This design comes from an exercise in tuning for small area, a short achievable clock period and few clock cycles per item on the open sky130 flow, not from production work.
Function was checked by simulation only, so behaviour that the tests miss may differ from the original.
No activity file was given, so power comes from the tool's default toggle rates.

== run a ==
==> flow/design.v <==
module sdr_cbuild (
    input  wire        clk,
    input  wire        rst,          
    input  wire        start,        
    input  wire        qam,          
    input  wire [15:0] arg,          
    output reg         busy,
    output reg         done,         
    output reg  [7:0]  err,          
    output reg  [31:0] cinfo,        
    output reg         clut_we,
    output reg  [7:0]  clut_waddr,
    output wire [31:0] clut_wdata
);
    reg         st_chk, st_setup, st_half, st_write;
    reg         flip_r;      
    reg         col_r;       
    reg         lastc_r;     
    reg         bw_r;        
    reg         mode;        
    reg  [8:0]  m;           
    reg         big;         
    reg  [7:0]  R1;          
    reg  [8:0]  R2;          
    reg  [1:0]  p1, p2;      
    reg  [33:0] q;           
    reg  [35:0] acc;         
    reg  [15:0] vB, vBn;     
    reg  [7:0]  rc;          
    reg         ph;          
    reg  [3:0]  p;           
    reg  [4:0]  jp1;         
    reg  [3:0]  b;           
    reg  [4:0]  kk;          
    assign clut_wdata = {acc[34:19], vB};
    wire accept = start & ~busy;
    wire even   = ~m[0];     
    reg  [4:0] k_lut;
    reg        sq_lut;
    reg  [7:0] a0_lut;       
    always @(*) begin
        sq_lut = 1'b1;
        case (m)
        9'd4:   begin k_lut = 5'd2;  a0_lut = 8'd3;   end
        9'd9:   begin k_lut = 5'd3;  a0_lut = 8'd4;   end
        9'd16:  begin k_lut = 5'd4;  a0_lut = 8'd10;  end
        9'd25:  begin k_lut = 5'd5;  a0_lut = 8'd12;  end
        9'd36:  begin k_lut = 5'd6;  a0_lut = 8'd21;  end
        9'd49:  begin k_lut = 5'd7;  a0_lut = 8'd24;  end
        9'd64:  begin k_lut = 5'd8;  a0_lut = 8'd36;  end
        9'd81:  begin k_lut = 5'd9;  a0_lut = 8'd40;  end
        9'd100: begin k_lut = 5'd10; a0_lut = 8'd55;  end
        9'd121: begin k_lut = 5'd11; a0_lut = 8'd60;  end
        9'd144: begin k_lut = 5'd12; a0_lut = 8'd78;  end
        9'd169: begin k_lut = 5'd13; a0_lut = 8'd84;  end
        9'd196: begin k_lut = 5'd14; a0_lut = 8'd105; end
        9'd225: begin k_lut = 5'd15; a0_lut = 8'd112; end
        9'd256: begin k_lut = 5'd16; a0_lut = 8'd136; end
        default: begin k_lut = 5'd0; a0_lut = 8'd0; sq_lut = 1'b0; end
        endcase
    end
    wire [8:0] n_lev = mode ? {4'd0, kk} : m;       
    wire [7:0] c0    = n_lev[8:1];                  
    wire [7:0] h1m1  = (n_lev[8:1] - {7'd0, even});  
    wire [7:0] h2m1  = c0 - 8'd1;                   
    wire e_zero = ~big & (m == 9'd0);
    wire e_one  = ~big & (m == 9'd1);
    wire e_big  = big | (m[8] & (|m[7:0]));
    wire e_sq   = mode & ~sq_lut;
    wire fail   = e_zero | e_one | e_big | e_sq;
    wire [7:0] err_code = e_zero ? 8'h11 : e_one ? 8'h21 : e_big ? 8'h31 :
                          e_sq ? 8'h41 : 8'h00;
    wire        pow2 = (m & (m - 9'd1)) == 9'd0;
    reg  [3:0]  log2m;
    integer     j;
    always @(*) begin
        log2m = 4'd0;
        for (j = 0; j < 9; j = j + 1)
            if (m[j]) log2m = j[3:0];
    end
    wire [9:0] d1a  = {1'b0, R1, 1'b1} - {1'b0, m};        
    wire       g1a  = ~d1a[9];
    wire [7:0] r1a  = g1a ? d1a[7:0] : {R1[6:0], 1'b0};
    wire [9:0] d1b  = {1'b0, r1a, 1'b1} - {1'b0, m};
    wire       g1b  = ~d1b[9];
    wire [7:0] r1b  = g1b ? d1b[7:0] : {r1a[6:0], 1'b0};
    wire [9:0]  x2n  = ~(mode ? 10'd1 : {1'b0, m});
    wire [9:0]  t2a  = {R2, p1[1]};
    wire [10:0] s2a  = {1'b0, t2a} + {1'b0, x2n};
    wire        g2a  = s2a[10];
    wire [8:0]  r2a  = g2a ? s2a[8:0] : t2a[8:0];
    wire [9:0]  t2b  = {r2a, p1[0]};
    wire [10:0] s2b  = {1'b0, t2b} + {1'b0, x2n};
    wire        g2b  = s2b[10];
    wire [8:0]  r2b  = g2b ? s2b[8:0] : t2b[8:0];
    wire        sgn     = acc[35];
    wire [35:0] add_a   = st_setup ? {acc[33:0], p2} : (acc ^ {36{flip_r}});
    wire [35:0] add_b   = st_setup ? (sgn ? {q, 2'b11} : ~{q, 2'b01}) :
                          st_half  ? 36'h40000 :
                          flip_r   ? 36'h80000 : {1'b0, q, 1'b1};
    wire        add_c   = st_setup ? ~sgn : st_half ? even : 1'b1;
    wire [35:0] sum     = add_a + add_b + {35'd0, add_c};
    wire        rbit    = ~sum[35];                     
    wire        setup_last = st_setup & (rc == 8'd0);
    wire        turn    = flip_r | col_r;
    wire [7:0]  rc_dec  = rc - 8'd1;
    wire [7:0]  rc_n    = turn ? (flip_r ? h2m1 : h1m1) : rc_dec;
    wire        rcz_n   = turn ? (flip_r ? (h2m1 == 8'd0) : (h1m1 == 8'd0)) : (rc == 8'd1);
    wire        ph_n    = ph ^ turn;
    wire        lastc_n = col_r ? (jp1 + 5'd1 == kk) : lastc_r;
    wire        last    = col_r & lastc_r;
    wire        last_nx = rcz_n & ph_n & (~mode | lastc_n);
    wire        cap     = (p == jp1[3:0]) & ~jp1[4];       
    wire [3:0]  b_nx    = bw_r ? 4'd0 : b + 4'd1;
    wire [7:0]  addr_inc = (~mode | (col_r & bw_r)) ? 8'd0 : {3'd0, kk};
    wire [7:0]  addr_nx  = flip_r ? {4'd0, b & {4{mode}}} :
                           clut_waddr + addr_inc + {7'd0, ~mode | col_r};
    always @(posedge clk) begin
        if (rst) begin
            st_chk   <= 1'b0;
            st_setup <= 1'b0;
            st_half  <= 1'b0;
            st_write <= 1'b0;
            busy     <= 1'b0;
            done     <= 1'b0;
            err      <= 8'd0;
            cinfo    <= 32'd0;
            clut_we  <= 1'b0;
        end else begin
            st_chk   <= accept;
            st_setup <= (st_chk & ~fail) | (st_setup & ~setup_last);
            st_half  <= setup_last;
            st_write <= st_half | (st_write & ~last);
            clut_we  <= st_half | (st_write & ~last);
            done     <= (st_chk & fail) | (st_write & ~last & last_nx);
            if (accept)
                busy <= 1'b1;
            else if ((st_chk & fail) | (st_write & last_nx))
                busy <= 1'b0;
            if (st_chk) begin
                err <= err_code;
                if (!fail)
                    cinfo <= {1'b1, 13'd0, pow2, mode, pow2 ? log2m : 4'd0, 3'd0, m};
            end
        end
    end
    always @(posedge clk) begin
        if (accept) begin
            mode <= qam;
            m    <= arg[8:0];
            big  <= |arg[15:9];
        end
        if (st_chk) begin
            if (m <= 9'd4) begin
                R1 <= (m == 9'd3) ? 8'd1 : 8'd0;
                p1 <= (m == 9'd2) ? 2'd3 : 2'd1;
            end else begin
                p1 <= 2'd0;
                R1 <= (m <= 9'd13) ? 8'd3 : (m <= 9'd49) ? 8'd12 :
                      (m <= 9'd193) ? 8'd48 : 8'd192;
            end
            rc  <= (m <= 9'd13) ? 8'd34 : (m <= 9'd49) ? 8'd33 :
                   (m <= 9'd193) ? 8'd32 : 8'd31;
            R2  <= 9'd0;
            p2  <= 2'd0;
            kk  <= k_lut;
        end else begin
            R1  <= r1b;
            p1  <= {g1a, g1b};
            R2  <= r2b;
            p2  <= {g2a, g2b};
        end
        if (st_chk)
            acc <= 36'd0;
        else if (setup_last)
            acc <= {2'b0, q[32:0] & {33{even}}, rbit & even};
        else
            acc <= sum;
        if (st_chk)
            q <= 34'd0;
        else if (st_setup)
            q <= {q[32:0], rbit};
        if (st_setup)
            rc <= rc_dec;
        flip_r <= 1'b0;
        col_r  <= 1'b0;
        if (st_half) begin
            rc         <= h1m1;
            ph         <= 1'b0;
            flip_r     <= (h1m1 == 8'd0);
            p          <= 4'd0;
            jp1        <= 5'd1;
            lastc_r    <= ~mode;
            b          <= c0[3:0];
            bw_r       <= ({1'b0, c0[3:0]} == kk - 5'd1);
            clut_waddr <= mode ? a0_lut : c0;
            vB         <= mode ? sum[34:19] : 16'd0;
        end
        if (st_write) begin
            rc      <= rc_n;
            ph      <= ph_n;
            flip_r  <= rcz_n & ~ph_n;
            col_r   <= rcz_n & ph_n;
            lastc_r <= lastc_n | ~mode;
            clut_waddr <= addr_nx;
            p       <= col_r ? 4'd0 : p + 4'd1;
            if (mode && cap)
                vBn <= acc[34:19];
            if (col_r) begin
                jp1  <= jp1 + 5'd1;
                b    <= b_nx;
                bw_r <= ({1'b0, b_nx} == kk - 5'd1);
                if (mode)
                    vB <= cap ? acc[34:19] : vBn;
            end
        end
    end
endmodule
export LEC_CHECK = 0
export CAP_MARGIN = 20
export CORE_MARGIN = 2
export CORE_UTILIZATION = 40
export SLEW_MARGIN = 20
create_clock -name core_clock -period 13.0 [get_ports {clk}]
run.sh (not shown) runs the stock make flow with config.mk's settings and CLKGATE_MAP_FILE= SYNTH_SCRIPT=/design/flow/synth_recipe.tcl, a recipe that flattens the netlist after the stock synthesis.
Run a reached the final stage; the timing, design-rule and antenna checks on its layout passed.
Testbench counts of run a, summed over its fixed seeds: cycles 13,570, builds 96.
What run b does differently from run a at the input level:
==> flow/flow/run.sh (new file) <==
#!/bin/bash
set -euo pipefail
export SETUP_SLACK_MARGIN=${SETUP_MARGIN:-9.0}
bash standard.sh synth > synth.log 2>&1
bash standard.sh > layout.log 2>&1
==> flow/standard.sh (new file) <==
#!/bin/bash
# synth_recipe.tcl (not shown) runs the flow's synth.tcl, then flattens the netlist and writes it again
# the make line also repeats each setting of config.mk as NAME=value (left out here)
make -C /OpenROAD-flow-scripts/flow DESIGN_CONFIG=/design/flow/config.mk WORK_HOME=/design/flow/orfs CLKGATE_MAP_FILE= SYNTH_SCRIPT=/design/flow/synth_recipe.tcl "${@:-finish}"
removed: flow/run.sh
--- outcome ---
- [compare] base=run a new=run b: non-clock buffer count saw an increase; flip-flop and latch count saw little to no change; cell count of the worst reg-to-reg path saw an increase.
- Layout overhead on the synthesized area in run b vs run a: up 7.9 points
- Going from run a to run b, the post-detailed-placement cell area was found to have gone up by 0.35%.
- The post-route worst hold slack reported for run b is greater than that of run a by 0.014 ns.

========
sdr_cbuild, a different RTL version from the one above (not shown whole).
Size in the first run: about 180 flip-flops.
Settings: LEC_CHECK=0, ABC_CLOCK_PERIOD_IN_PS=5000, CAP_MARGIN=20, CORE_MARGIN=2, CORE_UTILIZATION=40, SLEW_MARGIN=20; clock period 13.0 ns.
Stock flow here: none of the scripts above is used.
Testbench counts at the start, summed over its fixed seeds: cycles 13,570, builds 96.
Rerun with:
ABC_CLOCK_PERIOD_IN_PS = unset   (was 5000)
The new run finished clean.
Setup slack does not change.
Via count does not change.
Wire length stays the same.
Maximum frequency is unchanged.
Clock skew is unchanged.

========
Starting RTL as in the previous note.
// sdr_cbuild
module sdr_cbuild (
    input  wire        clk,
    input  wire        rst,          
    input  wire        start,        
    input  wire        qam,          
    input  wire [15:0] arg,          
    output reg         busy,
    output reg         done,         
    output reg  [7:0]  err,          
    output reg  [31:0] cinfo,        
    output reg         clut_we,
    output reg  [7:0]  clut_waddr,
    output wire [31:0] clut_wdata
);
Settings: LEC_CHECK=0, ABC_CLOCK_PERIOD_IN_PS=3500, CAP_MARGIN=20, CORE_MARGIN=2, CORE_UTILIZATION=40, SLEW_MARGIN=20; clock period 13.0 ns.
Testbench counts at the start, summed over its fixed seeds: cycles 13,570, builds 96.
Next try:
==> flow/flow/run.sh (new file) <==
#!/bin/bash
set -euo pipefail
export SETUP_SLACK_MARGIN=${SETUP_MARGIN:-9.0}
bash standard.sh synth > synth.log 2>&1
bash standard.sh > layout.log 2>&1
==> flow/standard.sh (new file) <==
#!/bin/bash
# synth_recipe.tcl (not shown) runs the flow's synth.tcl, then flattens the netlist and writes it again
# the make line also repeats each setting of config.mk as NAME=value (left out here)
make -C /OpenROAD-flow-scripts/flow DESIGN_CONFIG=/design/flow/config.mk WORK_HOME=/design/flow/orfs CLKGATE_MAP_FILE= SYNTH_SCRIPT=/design/flow/synth_recipe.tcl "${@:-finish}"
- ABC_CLOCK_PERIOD_IN_PS: 3500 -> unset
removed: flow/run.sh
Global-route usage is higher by 3.1 points.
Hold slack gets better by 0.012 ns.
Setup slack gets better by 1.1 ns.
Power is higher by 14%.

========
Setup of run A:
sdr_cbuild, a different RTL version from the one above (not shown whole).
Size in the first run: about 2000 cells after synthesis, roughly 190 flip-flops, about 100 I/O pins, roughly 14000 sq um of cells after synthesis.
// sdr_cbuild
module sdr_cbuild (
    input  wire        clk,
    input  wire        rst,          
    input  wire        start,        
    input  wire        qam,          
    input  wire [15:0] arg,          
    output reg         busy,
    output reg         done,         
    output reg  [7:0]  err,          
    output reg  [31:0] cinfo,        
    output reg         clut_we,
    output reg  [7:0]  clut_waddr,
    output wire [31:0] clut_wdata
);
    reg         st_chk, st_setup, st_half, st_write;
    reg         flip_r;      
    reg         wrap_r;      
    reg         cend_r;      
    reg         lastc_r;     
    reg         bw_r;        
    reg         mode;        
    reg  [8:0]  m;           
    reg         big;         
    reg  [7:0]  R1;          
    reg  [8:0]  R2;          
    reg  [1:0]  p1, p2;      
    reg  [9:0]  x2n;         
    reg  [32:0] q;           
    reg  [34:0] acc;         
    reg  [15:0] vB;          
    reg  [7:0]  rc;          
    reg         ph;          
    reg  [4:0]  cc;          
    reg  [3:0]  b;           
    reg  [4:0]  kk;          
    assign clut_wdata = {acc[34:19], vB};
    wire accept = start & ~busy;
    wire [8:0] mb   = cinfo[8:0];
    wire       qb_m = cinfo[16];
    wire       even = ~mb[0];    
    reg  [4:0] k_lut;
    reg        sq_lut;
    always @(*) begin
        sq_lut = 1'b1;
        case (m)
        9'd4:   begin k_lut = 5'd2;   end
        9'd9:   begin k_lut = 5'd3;   end
        9'd16:  begin k_lut = 5'd4;  end
        9'd25:  begin k_lut = 5'd5;  end
        9'd36:  begin k_lut = 5'd6;  end
        9'd49:  begin k_lut = 5'd7;  end
        9'd64:  begin k_lut = 5'd8;  end
        9'd81:  begin k_lut = 5'd9;  end
        9'd100: begin k_lut = 5'd10; end
        9'd121: begin k_lut = 5'd11; end
        9'd144: begin k_lut = 5'd12; end
        9'd169: begin k_lut = 5'd13; end
        9'd196: begin k_lut = 5'd14; end
        9'd225: begin k_lut = 5'd15; end
  ...
export LEC_CHECK = 0
export ABC_AREA = 1
export CAP_MARGIN = 20
export CORE_MARGIN = 2
export CORE_UTILIZATION = 55
export SLEW_MARGIN = 20
create_clock -name core_clock -period 13.0 [get_ports {clk}]
standard.sh (not shown) runs the stock make flow with config.mk's settings and CLKGATE_MAP_FILE= SYNTH_SCRIPT=/design/flow/synth_recipe.tcl, a recipe that flattens the netlist after the stock synthesis.
==> flow/flow/run.sh <==
#!/bin/bash
# Standard ORFS layout (the standard.sh, standard synthesis unchanged), with the
# timing repair asked to over-fix setup and the ports buffered with buf_2 cells: the
# clock period and constraints are the design's own; only the resizer's target slack
# and the port buffer cell differ from the default flow.
set -euo pipefail
export SETUP_SLACK_MARGIN=${SETUP_MARGIN:-9.25}
export BUFFER_PORTS_ARGS="-buffer_cell sky130_fd_sc_hd__buf_2"
bash standard.sh synth > synth.log 2>&1
bash standard.sh > layout.log 2>&1
Testbench counts of run A, summed over its fixed seeds: cycles 13,890, builds 96.
Input-level comparison between run B and run A:
Settings: CORE_UTILIZATION now 40, was 55.
==> flow/flow/run.sh <==
#!/bin/bash
# Standard ORFS layout (the standard.sh, standard synthesis unchanged), with the
# timing repair asked to over-fix setup and the ports buffered with buf_4 cells: the
# clock period and constraints are the design's own; only the resizer's target slack
# and the port buffer cell differ from the default flow.
set -euo pipefail
export SETUP_SLACK_MARGIN=${SETUP_MARGIN:-9.4}
export BUFFER_PORTS_ARGS="-buffer_cell sky130_fd_sc_hd__buf_4"
bash standard.sh synth > synth.log 2>&1
bash standard.sh > layout.log 2>&1
Findings:
- Summary of run B over run A: routing usage on met1 has decreased; DRC marker count from the first detailed-route iteration has decreased; met2 global-route usage has decreased; worst hold slack has increased.
#### Input delta (run C over run B)
Settings: TNS_END_PERCENT now 20, previously not set; CORE_UTILIZATION now 55, was 40.
==> flow/flow/run.sh <==
#!/bin/bash
# Standard ORFS layout (the standard.sh, standard synthesis unchanged), with the
# timing repair asked to over-fix setup and the ports buffered with buf_2 cells: the
# clock period and constraints are the design's own; only the resizer's target slack
# and the port buffer cell differ from the default flow.
set -euo pipefail
export SETUP_SLACK_MARGIN=${SETUP_MARGIN:-9.4}
export BUFFER_PORTS_ARGS="-buffer_cell sky130_fd_sc_hd__buf_2"
bash standard.sh synth > synth.log 2>&1
bash standard.sh > layout.log 2>&1
Findings:
Run B ended up with clut_waddr[2]$_DFFE_PP_ as its source of the critical timing path; run C ended up with cinfo[0]$_SDFFE_PP0P_. Run C: width of the die 27 microns below run B. Route | run C vs run B | wire shorter in run C. Power: run C draws more than run B.
Here is what was changed in the inputs of run D compared with run C.
Settings: TNS_END_PERCENT removed (was 20); CORE_UTILIZATION changed from 55 to 62.
### Flow results
The clock tree cell share of total cell area of run D and that of run C are within noise of each other.
Relative to run C, ratio of total power to cell area has gone down in run D.
Run C reports its timing startpoint of the critical path as cinfo[0]$_SDFFE_PP0P_ while run D reports clut_waddr[7]$_DFFE_PP_.
As far as summed negative setup slack over all endpoints goes, run D and run C are indistinguishable; the numbers are identical.
Between run C and run D, the worst hold slack does not differ in any meaningful way.

-- afterwards: timing with drivers on the ports --
The flow's constraints put no driver on any port. The routed layouts listed below were extracted and timed again, unchanged, in two steps.
Step 1 sets driving cells, clkbuf_16 on the clock port and buf_2 on the other inputs (assumed; they add their load-dependent delay and slew).
Step 2 also shifts input and output timing later by t, the mid clock arrival at the registers, as if the neighbouring blocks saw the same clock.
Three values: ideal ports, drivers, drivers and shift; two values: the first two.
run | shift t [ns] | setup slack, ns | worst hold slack (ns) | worst register clock-pin slew, ns
run a of note 1 | 0.504 | 7.301 / 7.301 / 7.301 | 0.449 / 0.449 / 0.449 | 0.08 / 0.08
run b of note 1 | 0.507 | 8.815 / 8.815 / 8.815 | 0.463 / 0.463 / 0.463 | 0.08 / 0.08
the first run of note 2 | 0.503 | 7.029 / 7.029 / 7.029 | 0.452 / 0.452 / 0.452 | 0.08 / 0.08
the second run of note 2 | 0.503 | 7.029 / 7.029 / 7.029 | 0.452 / 0.452 / 0.452 | 0.08 / 0.08
the first run of note 3 | 0.503 | 7.029 / 7.029 / 7.029 | 0.452 / 0.452 / 0.452 | 0.08 / 0.08
the second run of note 3 | 0.516 | 8.130 / 8.130 / 8.130 | 0.463 / 0.463 / 0.463 | 0.08 / 0.08
run A of note 4 | 0.476 | 9.263 / 9.212 / 8.951 | 0.450 / 0.450 / 0.450 | 0.08 / 0.08
run B of note 4 | 0.514 | 9.353 / 9.301 / 8.976 | 0.456 / 0.456 / 0.456 | 0.09 / 0.09
run C of note 4 | 0.482 | 9.337 / 9.287 / 8.929 | 0.453 / 0.453 / 0.453 | 0.08 / 0.08
run D of note 4 | 0.487 | 9.396 / 9.343 / 8.963 | 0.451 / 0.451 / 0.451 | 0.08 / 0.08
After both steps setup and hold are still met in every run listed. The setup slack of run D of note 4, which loses most, moves by -0.053 ns with the drivers and by -0.433 ns with both steps.
